Context: an optimization exercise on an open-source flow, tuned for small area, a short achievable clock period and few clock cycles per item. The choices shown serve that exercise and are no tape-out recipe.
RTL that was checked went through simulation tests only; none was proved equivalent to the original.
Power figures rest on the tool's default switching activity, not on a simulated workload.

Setup of north:
Design cptv_decoder, start of the top module:
module cptv_decoder (
    input  wire        clk,
    input  wire        rst,           
    input  wire        cmd_valid,
    output wire        cmd_ready,
    input  wire [4:0]  cmd_width,     
    input  wire [15:0] cmd_count,     
    input  wire        cmd_hist,      
    output reg         cmd_err,       
    input  wire        in_valid,
    output wire        in_ready,
    input  wire [31:0] in_data,
    input  wire        h_valid,
    output wire        h_ready,
    input  wire [15:0] h_data,
    output reg         out_valid,
    input  wire        out_ready,
    output reg  [15:0] out_data,
    output reg         out_last
);
export LEC_CHECK = 0
export CAP_MARGIN = 20
export CORE_MARGIN = 2
export CORE_UTILIZATION = 40
export CTS_CLUSTER_DIAMETER = 80
export CTS_CLUSTER_SIZE = 40
export SETUP_SLACK_MARGIN = 4.47
export SLEW_MARGIN = 20
create_clock -name core_clock -period 7.0 [get_ports {clk}]
run.sh (not shown) runs the stock make flow with config.mk's settings and CLKGATE_MAP_FILE= SYNTH_SCRIPT=/design/flow/synth_recipe.tcl, a recipe that flattens the netlist after the stock synthesis.
Testbench counts of north, summed over its fixed seeds: cycles 246,500, samples 246,004.
> inputs changed (north -> south)
--- a/flow/design.v
+++ b/flow/design.v
@@ -24,22 +24,20 @@
     reg        hist;
     reg [3:0]  wm1;           
     reg [15:0] sl;            
     reg        last_q;        
     reg        last2_q;       
     reg [15:0] hq0, hq1, hq2, hq3;    
     reg [2:0]  hc;                    
     reg [3:0]  q;             
     reg [4:0]  e;             
-    reg        pop_q;         
     reg [1:0]  k2;            
     reg [4:0]  eb;            
-    reg        popb;
     reg [1:0]  k2b;
     reg        in_rdy;
     reg [15:0] rr;            
     reg        r_valid, r_last;
     reg [15:0] acc;           
     reg        a_valid, a_last;
     reg [15:0] hb;            
     reg        hbv;
     reg        h_rdy;
@@ -61,29 +59,29 @@
     wire [15:0] raw  = catx[45:30];                     
     wire        sign = hq0[~q];                         
     reg  [15:0] resid;
     integer j;
     always @(*)
         for (j = 0; j < 16; j = j + 1)
             resid[j] = (j <= wm1) ? raw[j] : sign;
     wire [15:0] sample = acc + hb;
     wire out_free = !out_valid || out_ready;
+    wire       pop_q = (e >= 5'd15);                   
     wire       pop   = s0 && pop_q;
     wire       lastc = s0 && last_q;
     wire       sl_is3 = (sl == 16'd3);
     wire [4:0] ea   = chk ? {1'b0, wm1} : eb;
-    wire       pa   = chk ? (wm1 == 4'd15) : popb;
+    wire       pa   = (ea >= 5'd15);
     wire [5:0] u    = {1'b0, ea} + {2'b0, wm1} + 6'd1;             
     wire [4:0] e1   = pa ? u[4:0] - 5'd16 : u[4:0];
     wire [6:0] v    = {2'b0, ea} + {2'b0, wm1, 1'b0} + 7'd2;       
     wire [6:0] v1   = pa ? v - 7'd16 : v;                          
     wire [1:0] k21  = v1[5:4];
-    wire       pop1 = (e1 >= 5'd15);
     wire       push = in_valid && in_rdy;
     wire [2:0] hcp  = hc - {2'b0, pop};                 
     wire       dec_n  = dec && !lastc;
     wire [2:0] hc_0   = lastc ? 3'd0 : hcp;               
     wire [2:0] hc_1   = lastc ? 3'd0 : hcp + 3'd2;        
     wire [1:0] reach_s = last2_q ? {1'b0, eb[4]} : k2b;    
     wire [1:0] reach_h = last_q  ? {1'b0, e[4]}  : k2;     
     wire [2:0] hc_s    = hc - {2'b0, pop_q};
     wire in_rdy_s0 = dec && !last_q && (hc_s <= {1'b0, reach_s});
@@ -149,29 +147,26 @@
             last2_q <= (cmd_count == 16'd2);
         end else if (s0) begin
             sl     <= sl - 16'd1;
             last_q <= last2_q;
             last2_q <= sl_is3;
         end
         if (chk) begin
             q     <= 4'd0;
             e     <= {1'b0, wm1};
-            pop_q <= (wm1 == 4'd15);
             k2    <= {1'b0, wm1[3]};                    
         end else if (s0) begin
             q     <= e[3:0] + 4'd1;
             e     <= eb;
-            pop_q <= popb;
             k2    <= k2b;
         end
         if (chk || s0) begin
             eb    <= e1;
-            popb  <= pop1;
             k2b   <= k21;
         end
         if (pop || hc == 3'd0)
             hq0 <= (hc >= 3'd2) ? hq1 : in_data[31:16];
         if (pop || hc <= 3'd1)
             hq1 <= (hc >= 3'd3) ? hq2 :
                    (hc == 3'd2 || (hc == 3'd1 && !pop)) ? in_data[31:16] : in_data[15:0];
         if (pop || hc <= 3'd2)
             hq2 <= (hc >= 3'd4) ? hq3 :
## What came out
Diff north -> south: routed wire length on met3 now larger; peak supply drop now larger; number of standard cells after synthesis now smaller.
Reported for north and south, number of nets still failing antenna checks after routing turned out identical to the last digit.
south | stages: all done | timing, DRC, antenna: all pass
Delta (south minus north): transition time of the tightest slew-check pin decreased by 0.0058 ns relative to the old numbers; switching power grew by 0.000081 W.
Only the layout flow was run in south; the RTL was not checked for function there.

---

cptv_decoder again, from the RTL that the note above started with.
clock: 7.0 ns
lec_check: 0
cap_margin: 20
core_margin: 2
core_utilization: 40
cts_cluster_diameter: 80
cts_cluster_size: 40
setup_slack_margin: 4.4
slew_margin: 20
The first run went through all stages and came out clean.
Testbench counts at the start, summed over its fixed seeds: cycles 246,500, samples 246,004.
Edit:
--- a/flow/design.v
+++ b/flow/design.v
@@ -20,17 +20,16 @@
 );
     reg        idle;          
     reg        chk;           
     reg        dec;           
     reg        hist;
     reg [3:0]  wm1;           
     reg [15:0] sl;            
     reg        last_q;        
-    reg        last2_q;       
     reg [15:0] hq0, hq1, hq2, hq3;    
     reg [2:0]  hc;                    
     reg [3:0]  q;             
     reg [4:0]  e;             
     reg        pop_q;         
     reg [1:0]  k2;            
     reg [4:0]  eb;            
     reg        popb;
@@ -64,38 +63,37 @@
     integer j;
     always @(*)
         for (j = 0; j < 16; j = j + 1)
             resid[j] = (j <= wm1) ? raw[j] : sign;
     wire [15:0] sample = acc + hb;
     wire out_free = !out_valid || out_ready;
     wire       pop   = s0 && pop_q;
     wire       lastc = s0 && last_q;
-    wire       sl_is3 = (sl == 16'd3);
+    wire       sl_is2 = (sl == 16'd2);
     wire [4:0] ea   = chk ? {1'b0, wm1} : eb;
     wire       pa   = chk ? (wm1 == 4'd15) : popb;
     wire [5:0] u    = {1'b0, ea} + {2'b0, wm1} + 6'd1;             
     wire [4:0] e1   = pa ? u[4:0] - 5'd16 : u[4:0];
     wire [6:0] v    = {2'b0, ea} + {2'b0, wm1, 1'b0} + 7'd2;       
     wire [6:0] v1   = pa ? v - 7'd16 : v;                          
     wire [1:0] k21  = v1[5:4];
     wire       pop1 = (e1 >= 5'd15);
     wire       push = in_valid && in_rdy;
     wire [2:0] hcp  = hc - {2'b0, pop};                 
     wire       dec_n  = dec && !lastc;
+    wire [4:0] e_n    = s0 ? eb : e;
+    wire [1:0] k2_n   = s0 ? k2b : k2;
+    wire       last_n = s0 ? sl_is2 : last_q;
+    wire [1:0] reach  = last_n ? {1'b0, e_n[4]} : k2_n;    
     wire [2:0] hc_0   = lastc ? 3'd0 : hcp;               
     wire [2:0] hc_1   = lastc ? 3'd0 : hcp + 3'd2;        
-    wire [1:0] reach_s = last2_q ? {1'b0, eb[4]} : k2b;    
-    wire [1:0] reach_h = last_q  ? {1'b0, e[4]}  : k2;     
-    wire [2:0] hc_s    = hc - {2'b0, pop_q};
-    wire in_rdy_s0 = dec && !last_q && (hc_s <= {1'b0, reach_s});
-    wire in_rdy_s1 = dec && !last_q && (hc_s + 3'd2 <= {1'b0, reach_s});
-    wire in_rdy_h0 = dec && (hc <= {1'b0, reach_h});
-    wire in_rdy_h1 = dec && (hc + 3'd2 <= {1'b0, reach_h});
-    wire in_rdy_n = s0 ? (push ? in_rdy_s1 : in_rdy_s0) : (push ? in_rdy_h1 : in_rdy_h0);
+    wire in_rdy_0 = dec_n && (hc_0 <= {1'b0, reach});
+    wire in_rdy_1 = dec_n && (hc_1 <= {1'b0, reach});
+    wire in_rdy_n = push ? in_rdy_1 : in_rdy_0;
     wire r_valid_n = s0 || (r_valid && !s1);
     wire a_valid_n = s1 || (a_valid && !s2);
     wire hbv_n     = (h_valid && h_rdy) || (hbv && !(s2 && hist));
     wire sk_valid_n = sk_valid ? !out_free : (s2 && !out_free);
     wire owed_a   = a_valid_n || r_valid_n || dec_n;     
     wire owed_b   = r_valid_n || dec_n;                   
     wire h_rdy_n  = hist &&
                     (hbv_n ? (a_valid_n && !sk_valid_n && owed_b) : owed_a);
@@ -141,21 +139,19 @@
         end
     end
     always @(posedge clk) begin
         if (cmd_fire) begin
             hist   <= cmd_hist;
             wm1    <= cmd_width[3:0] - 4'd1;
             sl     <= cmd_count;
             last_q <= (cmd_count == 16'd1);
-            last2_q <= (cmd_count == 16'd2);
         end else if (s0) begin
             sl     <= sl - 16'd1;
-            last_q <= last2_q;
-            last2_q <= sl_is3;
+            last_q <= sl_is2;
         end
         if (chk) begin
             q     <= 4'd0;
             e     <= {1'b0, wm1};
             pop_q <= (wm1 == 4'd15);
             k2    <= {1'b0, wm1[3]};                    
         end else if (s0) begin
             q     <= e[3:0] + 4'd1;
@@ -164,23 +160,21 @@
             k2    <= k2b;
         end
         if (chk || s0) begin
             eb    <= e1;
             popb  <= pop1;
             k2b   <= k21;
         end
         if (pop || hc == 3'd0)
-            hq0 <= (hc >= 3'd2) ? hq1 : in_data[31:16];
+            hq0 <= (hcp != 3'd0) ? hq1 : in_data[31:16];
         if (pop || hc <= 3'd1)
-            hq1 <= (hc >= 3'd3) ? hq2 :
-                   (hc == 3'd2 || (hc == 3'd1 && !pop)) ? in_data[31:16] : in_data[15:0];
+            hq1 <= (hcp >= 3'd2) ? hq2 : (hcp == 3'd1) ? in_data[31:16] : in_data[15:0];
         if (pop || hc <= 3'd2)
-            hq2 <= (hc >= 3'd4) ? hq3 :
-                   (hc == 3'd3 || (hc == 3'd2 && !pop)) ? in_data[31:16] : in_data[15:0];
+            hq2 <= (hcp >= 3'd3) ? hq3 : (hcp == 3'd2) ? in_data[31:16] : in_data[15:0];
         if (pop || hc <= 3'd3)
             hq3 <= in_data[15:0];
         if (s0) begin
             rr     <= resid;
             r_last <= last_q;
         end
         if (chk)
             acc <= 16'd0;
After rerunning: Cell count climbs by 0.50%. Worst hold slack degrades by 44 ps. Register-to-register slack degrades by 400 ps. Wire length climbs by 7.9%. Utilization climbs by 1.7 points. Die area drops by 2.7%. Count of clock-buffer cells in the layout climbs by 2.
No functional check of the RTL was part of the second run of this note.

---

cptv_decoder, a different RTL version from the one above (not shown whole).
Size: roughly 1100 cells after synthesis, ~98 I/O pins, about 12000 um^2 of cells after synthesis.
## cptv_decoder
module cptv_decoder (
    input  wire        clk,
    input  wire        rst,           
    input  wire        cmd_valid,
    output wire        cmd_ready,
    input  wire [4:0]  cmd_width,     
    input  wire [15:0] cmd_count,     
    input  wire        cmd_hist,      
    output reg         cmd_err,       
    input  wire        in_valid,
    output wire        in_ready,
    input  wire [31:0] in_data,
    input  wire        h_valid,
    output wire        h_ready,
    input  wire [15:0] h_data,
    output reg         out_valid,
    input  wire        out_ready,
    output reg  [15:0] out_data,
    output reg         out_last
);
make LEC_CHECK=0 CAP_MARGIN=20 CORE_MARGIN=2 CORE_UTILIZATION=40 CTS_CLUSTER_DIAMETER=80 CTS_CLUSTER_SIZE=40 SETUP_SLACK_MARGIN=4.4 SLEW_MARGIN=20 finish   # period 7.0 ns
Edit:
--- a/flow/design.v
+++ b/flow/design.v
@@ -75,28 +75,27 @@
     wire [5:0] u    = {1'b0, ea} + {2'b0, wm1} + 6'd1;             
     wire [4:0] e1   = pa ? u[4:0] - 5'd16 : u[4:0];
     wire [6:0] v    = {2'b0, ea} + {2'b0, wm1, 1'b0} + 7'd2;       
     wire [6:0] v1   = pa ? v - 7'd16 : v;                          
     wire [1:0] k21  = v1[5:4];
     wire       pop1 = (e1 >= 5'd15);
     wire       push = in_valid && in_rdy;
     wire [2:0] hcp  = hc - {2'b0, pop};                 
     wire       dec_n  = dec && !lastc;
+    wire [4:0] e_n    = s0 ? eb : e;
+    wire [1:0] k2_n   = s0 ? k2b : k2;
+    wire       last_n = s0 ? last2_q : last_q;
+    wire [1:0] reach  = last_n ? {1'b0, e_n[4]} : k2_n;    
     wire [2:0] hc_0   = lastc ? 3'd0 : hcp;               
     wire [2:0] hc_1   = lastc ? 3'd0 : hcp + 3'd2;        
-    wire [1:0] reach_s = last2_q ? {1'b0, eb[4]} : k2b;    
-    wire [1:0] reach_h = last_q  ? {1'b0, e[4]}  : k2;     
-    wire [2:0] hc_s    = hc - {2'b0, pop_q};
-    wire in_rdy_s0 = dec && !last_q && (hc_s <= {1'b0, reach_s});
-    wire in_rdy_s1 = dec && !last_q && (hc_s + 3'd2 <= {1'b0, reach_s});
-    wire in_rdy_h0 = dec && (hc <= {1'b0, reach_h});
-    wire in_rdy_h1 = dec && (hc + 3'd2 <= {1'b0, reach_h});
-    wire in_rdy_n = s0 ? (push ? in_rdy_s1 : in_rdy_s0) : (push ? in_rdy_h1 : in_rdy_h0);
+    wire in_rdy_0 = dec_n && (hc_0 <= {1'b0, reach});
+    wire in_rdy_1 = dec_n && (hc_1 <= {1'b0, reach});
+    wire in_rdy_n = push ? in_rdy_1 : in_rdy_0;
     wire r_valid_n = s0 || (r_valid && !s1);
     wire a_valid_n = s1 || (a_valid && !s2);
     wire hbv_n     = (h_valid && h_rdy) || (hbv && !(s2 && hist));
     wire sk_valid_n = sk_valid ? !out_free : (s2 && !out_free);
     wire owed_a   = a_valid_n || r_valid_n || dec_n;     
     wire owed_b   = r_valid_n || dec_n;                   
     wire h_rdy_n  = hist &&
                     (hbv_n ? (a_valid_n && !sk_valid_n && owed_b) : owed_a);
     always @(posedge clk) begin
@@ -135,19 +134,19 @@
                 dec    <= dec_n;
                 in_rdy <= in_rdy_n;
                 h_rdy  <= h_rdy_n;
             end
             if (out_free)
                 out_valid <= sk_valid || s2;
         end
     end
     always @(posedge clk) begin
-        if (idle) begin
+        if (cmd_fire) begin
             hist   <= cmd_hist;
             wm1    <= cmd_width[3:0] - 4'd1;
             sl     <= cmd_count;
             last_q <= (cmd_count == 16'd1);
             last2_q <= (cmd_count == 16'd2);
         end else if (s0) begin
             sl     <= sl - 16'd1;
             last_q <= last2_q;
             last2_q <= sl_is3;
@@ -163,25 +162,23 @@
             pop_q <= popb;
             k2    <= k2b;
         end
         if (chk || s0) begin
             eb    <= e1;
             popb  <= pop1;
             k2b   <= k21;
         end
         if (pop || hc == 3'd0)
-            hq0 <= (hc >= 3'd2) ? hq1 : in_data[31:16];
+            hq0 <= (hcp != 3'd0) ? hq1 : in_data[31:16];
         if (pop || hc <= 3'd1)
-            hq1 <= (hc >= 3'd3) ? hq2 :
-                   (hc == 3'd2 || (hc == 3'd1 && !pop)) ? in_data[31:16] : in_data[15:0];
+            hq1 <= (hcp >= 3'd2) ? hq2 : (hcp == 3'd1) ? in_data[31:16] : in_data[15:0];
         if (pop || hc <= 3'd2)
-            hq2 <= (hc >= 3'd4) ? hq3 :
-                   (hc == 3'd3 || (hc == 3'd2 && !pop)) ? in_data[31:16] : in_data[15:0];
+            hq2 <= (hcp >= 3'd3) ? hq3 : (hcp == 3'd2) ? in_data[31:16] : in_data[15:0];
         if (pop || hc <= 3'd3)
             hq3 <= in_data[15:0];
         if (s0) begin
             rr     <= resid;
             r_last <= last_q;
         end
         if (chk)
             acc <= 16'd0;
         else if (s1)
=> The changed run finished with timing, DRC and antenna clean. Via count came out lower slightly. Final cell count drops slightly. Utilization climbs by 1.7 points. Maximum frequency drops by a few percent. Power shrinks by a few percent. Register-to-register slack loses 0.13 ns.
No functional check of the RTL was part of any run of this note.

---

The RTL this note starts from:
==> flow/design.v <==
module cptv_decoder (
    input  wire        clk,
    input  wire        rst,           
    input  wire        cmd_valid,
    output wire        cmd_ready,
    input  wire [4:0]  cmd_width,     
    input  wire [15:0] cmd_count,     
    input  wire        cmd_hist,      
    output reg         cmd_err,       
    input  wire        in_valid,
    output wire        in_ready,
    input  wire [31:0] in_data,
    input  wire        h_valid,
    output wire        h_ready,
    input  wire [15:0] h_data,
    output reg         out_valid,
    input  wire        out_ready,
    output reg  [15:0] out_data,
    output reg         out_last
);
    reg        idle;          
    reg        chk;           
    reg        dec;           
    reg        hist;
    reg [3:0]  wm1;           
    reg [15:0] sl;            
    reg        last_q;        
    reg [15:0] hq0, hq1, hq2, hq3;    
    reg [2:0]  hc;                    
    reg [3:0]  q;             
    reg [4:0]  e;             
    reg        pop_q;         
    reg [1:0]  k2;            
    reg        in_rdy;
    reg [15:0] rr;            
    reg        r_valid, r_last;
    reg [15:0] acc;           
    reg        a_valid, a_last;
    reg [15:0] hb;            
    reg        hbv;
    reg        h_rdy;
    reg        sk_valid;      
    reg [15:0] sk_data;
    reg        sk_last;
    assign cmd_ready = idle;
    assign in_ready  = in_rdy;
    assign h_ready   = h_rdy;
    wire cmd_ok   = (cmd_width != 5'd0) && (!cmd_width[4] || cmd_width[3:0] == 4'd0) &&
                    (cmd_count != 16'd0);
    wire cmd_fire = cmd_valid && idle;
    wire have = (hc != 3'd0) && (!e[4] || hc[2] || hc[1]);
    wire s2 = a_valid && (!hist || hbv) && !sk_valid;   
    wire s1 = r_valid && (!a_valid || s2);              
    wire s0 = dec && have && (!r_valid || s1);          
    wire [30:0] cat  = {hq0, hq1[15:1]};                
    wire [45:0] catx = {15'd0, cat} << e;
    wire [15:0] raw  = catx[45:30];                     
    wire        sign = hq0[~q];                         
    reg  [15:0] resid;
    integer j;
    always @(*)
        for (j = 0; j < 16; j = j + 1)
            resid[j] = (j <= wm1) ? raw[j] : sign;
    wire [15:0] sample = acc + hb;
    wire out_free = !out_valid || out_ready;
    wire       pop   = s0 && pop_q;
    wire       lastc = s0 && last_q;
    wire       sl_is2 = (sl == 16'd2);
    wire [5:0] u    = {1'b0, e} + {2'b0, wm1} + 6'd1;              
    wire [4:0] e1   = pop_q ? u[4:0] - 5'd16 : u[4:0];
    wire [6:0] v    = {2'b0, e} + {2'b0, wm1, 1'b0} + 7'd2;        
    wire [6:0] v1   = pop_q ? v - 7'd16 : v;                       
    wire [1:0] k21  = v1[5:4];
    wire       pop1 = (e1 >= 5'd15);
    wire       push = in_valid && in_rdy;
    wire [2:0] hcp  = hc - {2'b0, pop};                 
    wire [2:0] hc_n = lastc ? 3'd0 : hcp + {1'b0, push, 1'b0};
    wire       dec_n  = dec && !lastc;
    wire [4:0] e_n    = s0 ? e1 : e;
    wire [1:0] k2_n   = s0 ? k21 : k2;
    wire       last_n = s0 ? sl_is2 : last_q;
    wire [1:0] reach  = last_n ? {1'b0, e_n[4]} : k2_n;    
    wire in_rdy_n = dec_n && (hc_n <= {1'b0, reach});
    wire r_valid_n = s0 || (r_valid && !s1);
    wire a_valid_n = s1 || (a_valid && !s2);
    wire hbv_n     = (h_valid && h_rdy) || (hbv && !(s2 && hist));
    wire sk_valid_n = sk_valid ? !out_free : (s2 && !out_free);
    wire owed_a   = a_valid_n || r_valid_n || dec_n;     
    wire owed_b   = r_valid_n || dec_n;                   
    wire h_rdy_n  = hist &&
                    (hbv_n ? (a_valid_n && !sk_valid_n && owed_b) : owed_a);
    always @(posedge clk) begin
        if (rst) begin
            idle      <= 1'b1;
            chk       <= 1'b0;
            dec       <= 1'b0;
            hc        <= 3'd0;
            in_rdy    <= 1'b0;
            r_valid   <= 1'b0;
            a_valid   <= 1'b0;
            hbv       <= 1'b0;
            h_rdy     <= 1'b0;
            sk_valid  <= 1'b0;
            out_valid <= 1'b0;
            cmd_err   <= 1'b0;
        end else begin
            cmd_err   <= cmd_fire && !cmd_ok;
            chk       <= cmd_fire;
            hc        <= hc_n;
            r_valid   <= r_valid_n;
            a_valid   <= a_valid_n;
            hbv       <= hbv_n;
            sk_valid  <= sk_valid_n;
            if (idle) begin
                idle   <= !cmd_valid;
                in_rdy <= 1'b0;
                h_rdy  <= 1'b0;
            end else if (chk) begin
                idle   <= cmd_err;
                dec    <= !cmd_err;
                in_rdy <= !cmd_err;
                h_rdy  <= !cmd_err && hist;
            end else begin
                idle   <= s2 && a_last;
                dec    <= dec_n;
                in_rdy <= in_rdy_n;
                h_rdy  <= h_rdy_n;
            end
            if (out_free)
                out_valid <= sk_valid || s2;
        end
    end
    always @(posedge clk) begin
        if (cmd_fire) begin
            hist   <= cmd_hist;
            wm1    <= cmd_width[3:0] - 4'd1;
            sl     <= cmd_count;
            last_q <= (cmd_count == 16'd1);
        end else if (s0) begin
            sl     <= sl - 16'd1;
            last_q <= sl_is2;
        end
        if (chk) begin
            q     <= 4'd0;
            e     <= {1'b0, wm1};
            pop_q <= (wm1 == 4'd15);
            k2    <= {1'b0, wm1[3]};                    
        end else if (s0) begin
            q     <= e[3:0] + 4'd1;
            e     <= e1;
            pop_q <= pop1;
            k2    <= k21;
        end
        if (pop || hc == 3'd0)
            hq0 <= (hcp != 3'd0) ? hq1 : in_data[31:16];
        if (pop || hc <= 3'd1)
            hq1 <= (hcp >= 3'd2) ? hq2 : (hcp == 3'd1) ? in_data[31:16] : in_data[15:0];
        if (pop || hc <= 3'd2)
            hq2 <= (hcp >= 3'd3) ? hq3 : (hcp == 3'd2) ? in_data[31:16] : in_data[15:0];
        if (pop || hc <= 3'd3)
            hq3 <= in_data[15:0];
        if (s0) begin
            rr     <= resid;
            r_last <= last_q;
        end
        if (chk)
            acc <= 16'd0;
        else if (s1)
            acc <= acc + rr;
        if (s1)
            a_last <= r_last;
        if (!hbv || (s2 && hist))
            hb <= h_data & {16{hist}};
        if (out_free) begin
            if (sk_valid) begin
                out_data <= sk_data;
                out_last <= sk_last;
            end else begin
                out_data <= sample;
                out_last <= a_last;
            end
        end else if (!sk_valid) begin
            sk_data <= sample;
            sk_last <= a_last;
        end
    end
endmodule
clock: 7.0 ns
lec_check: 0
cap_margin: 20
core_margin: 2
core_utilization: 40
setup_slack_margin: 4.4
slew_margin: 20
Rerun with:
--- a/flow/design.v
+++ b/flow/design.v
@@ -32,4 +32,7 @@
     reg        pop_q;         
     reg [1:0]  k2;            
+    reg [4:0]  eb;            
+    reg        popb;
+    reg [1:0]  k2b;
     reg        in_rdy;
     reg [15:0] rr;            
@@ -67,19 +70,24 @@
     wire       lastc = s0 && last_q;
     wire       sl_is2 = (sl == 16'd2);
-    wire [5:0] u    = {1'b0, e} + {2'b0, wm1} + 6'd1;              
-    wire [4:0] e1   = pop_q ? u[4:0] - 5'd16 : u[4:0];
-    wire [6:0] v    = {2'b0, e} + {2'b0, wm1, 1'b0} + 7'd2;        
-    wire [6:0] v1   = pop_q ? v - 7'd16 : v;                       
+    wire [4:0] ea   = chk ? {1'b0, wm1} : eb;
+    wire       pa   = chk ? (wm1 == 4'd15) : popb;
+    wire [5:0] u    = {1'b0, ea} + {2'b0, wm1} + 6'd1;             
+    wire [4:0] e1   = pa ? u[4:0] - 5'd16 : u[4:0];
+    wire [6:0] v    = {2'b0, ea} + {2'b0, wm1, 1'b0} + 7'd2;       
+    wire [6:0] v1   = pa ? v - 7'd16 : v;                          
     wire [1:0] k21  = v1[5:4];
     wire       pop1 = (e1 >= 5'd15);
     wire       push = in_valid && in_rdy;
     wire [2:0] hcp  = hc - {2'b0, pop};                 
-    wire [2:0] hc_n = lastc ? 3'd0 : hcp + {1'b0, push, 1'b0};
     wire       dec_n  = dec && !lastc;
-    wire [4:0] e_n    = s0 ? e1 : e;
-    wire [1:0] k2_n   = s0 ? k21 : k2;
+    wire [4:0] e_n    = s0 ? eb : e;
+    wire [1:0] k2_n   = s0 ? k2b : k2;
     wire       last_n = s0 ? sl_is2 : last_q;
     wire [1:0] reach  = last_n ? {1'b0, e_n[4]} : k2_n;    
-    wire in_rdy_n = dec_n && (hc_n <= {1'b0, reach});
+    wire [2:0] hc_0   = lastc ? 3'd0 : hcp;               
+    wire [2:0] hc_1   = lastc ? 3'd0 : hcp + 3'd2;        
+    wire in_rdy_0 = dec_n && (hc_0 <= {1'b0, reach});
+    wire in_rdy_1 = dec_n && (hc_1 <= {1'b0, reach});
+    wire in_rdy_n = push ? in_rdy_1 : in_rdy_0;
     wire r_valid_n = s0 || (r_valid && !s1);
     wire a_valid_n = s1 || (a_valid && !s2);
@@ -107,5 +115,5 @@
             cmd_err   <= cmd_fire && !cmd_ok;
             chk       <= cmd_fire;
-            hc        <= hc_n;
+            hc        <= push ? hc_1 : hc_0;
             r_valid   <= r_valid_n;
             a_valid   <= a_valid_n;
@@ -148,7 +156,12 @@
         end else if (s0) begin
             q     <= e[3:0] + 4'd1;
-            e     <= e1;
-            pop_q <= pop1;
-            k2    <= k21;
+            e     <= eb;
+            pop_q <= popb;
+            k2    <= k2b;
+        end
+        if (chk || s0) begin
+            eb    <= e1;
+            popb  <= pop1;
+            k2b   <= k21;
         end
         if (pop || hc == 3'd0)
Outcome: Worst setup slack gains 0.0039 ns. Final cell count increases by 1.6%. Utilization went down by 0.37 points. Routed wire length came out higher by 3.9%. Worst hold slack gets better by 0.0092 ns. Non-clock buffer count is lower by 2. Clock power is higher by 37%. Fmax is about the same. Flip-flop and latch count goes up by 8.
No run of this note included a check of the RTL's function; only the layout flow was run.

-- port drivers added, routing unchanged --
No port has a modelled driver above. Below, the same layouts with a new extraction and two added sets of constraints. Step 1, drivers: a clkbuf_16 drives clk and a buf_2 each remaining input, both assumed. Step 2 times the ports against the registers' clock, not the clock port: input delays grow and output delays shrink by t, the midpoint of the rising clock arrivals with the driver on. Slacks: ideal ports / drivers / drivers and shift; pairs: ideal ports / drivers.
run | t, ns | setup slack, ns | worst setup path at the end
north | 0.524 | 4.511 / 4.461 / 4.044 | input to register
south | 0.539 | 4.469 / 4.459 / 4.093 | input to register
the first run of note 2 | 0.524 | 4.450 / 4.402 / 3.983 | input to register
the second run of note 2 | 0.538 | 4.113 / 4.113 / 3.992 | input to register
the first run of note 3 | 0.529 | 4.444 / 4.397 / 4.025 | input to register
the second run of note 3 | 0.537 | 4.379 / 4.379 / 4.030 | input to register
the first run of note 4 | 0.486 | 4.107 / 4.107 / 3.712 | input to register
the second run of note 4 | 0.572 | 4.111 / 4.111 / 3.930 | input to register
After both steps every run listed still meets setup and hold.
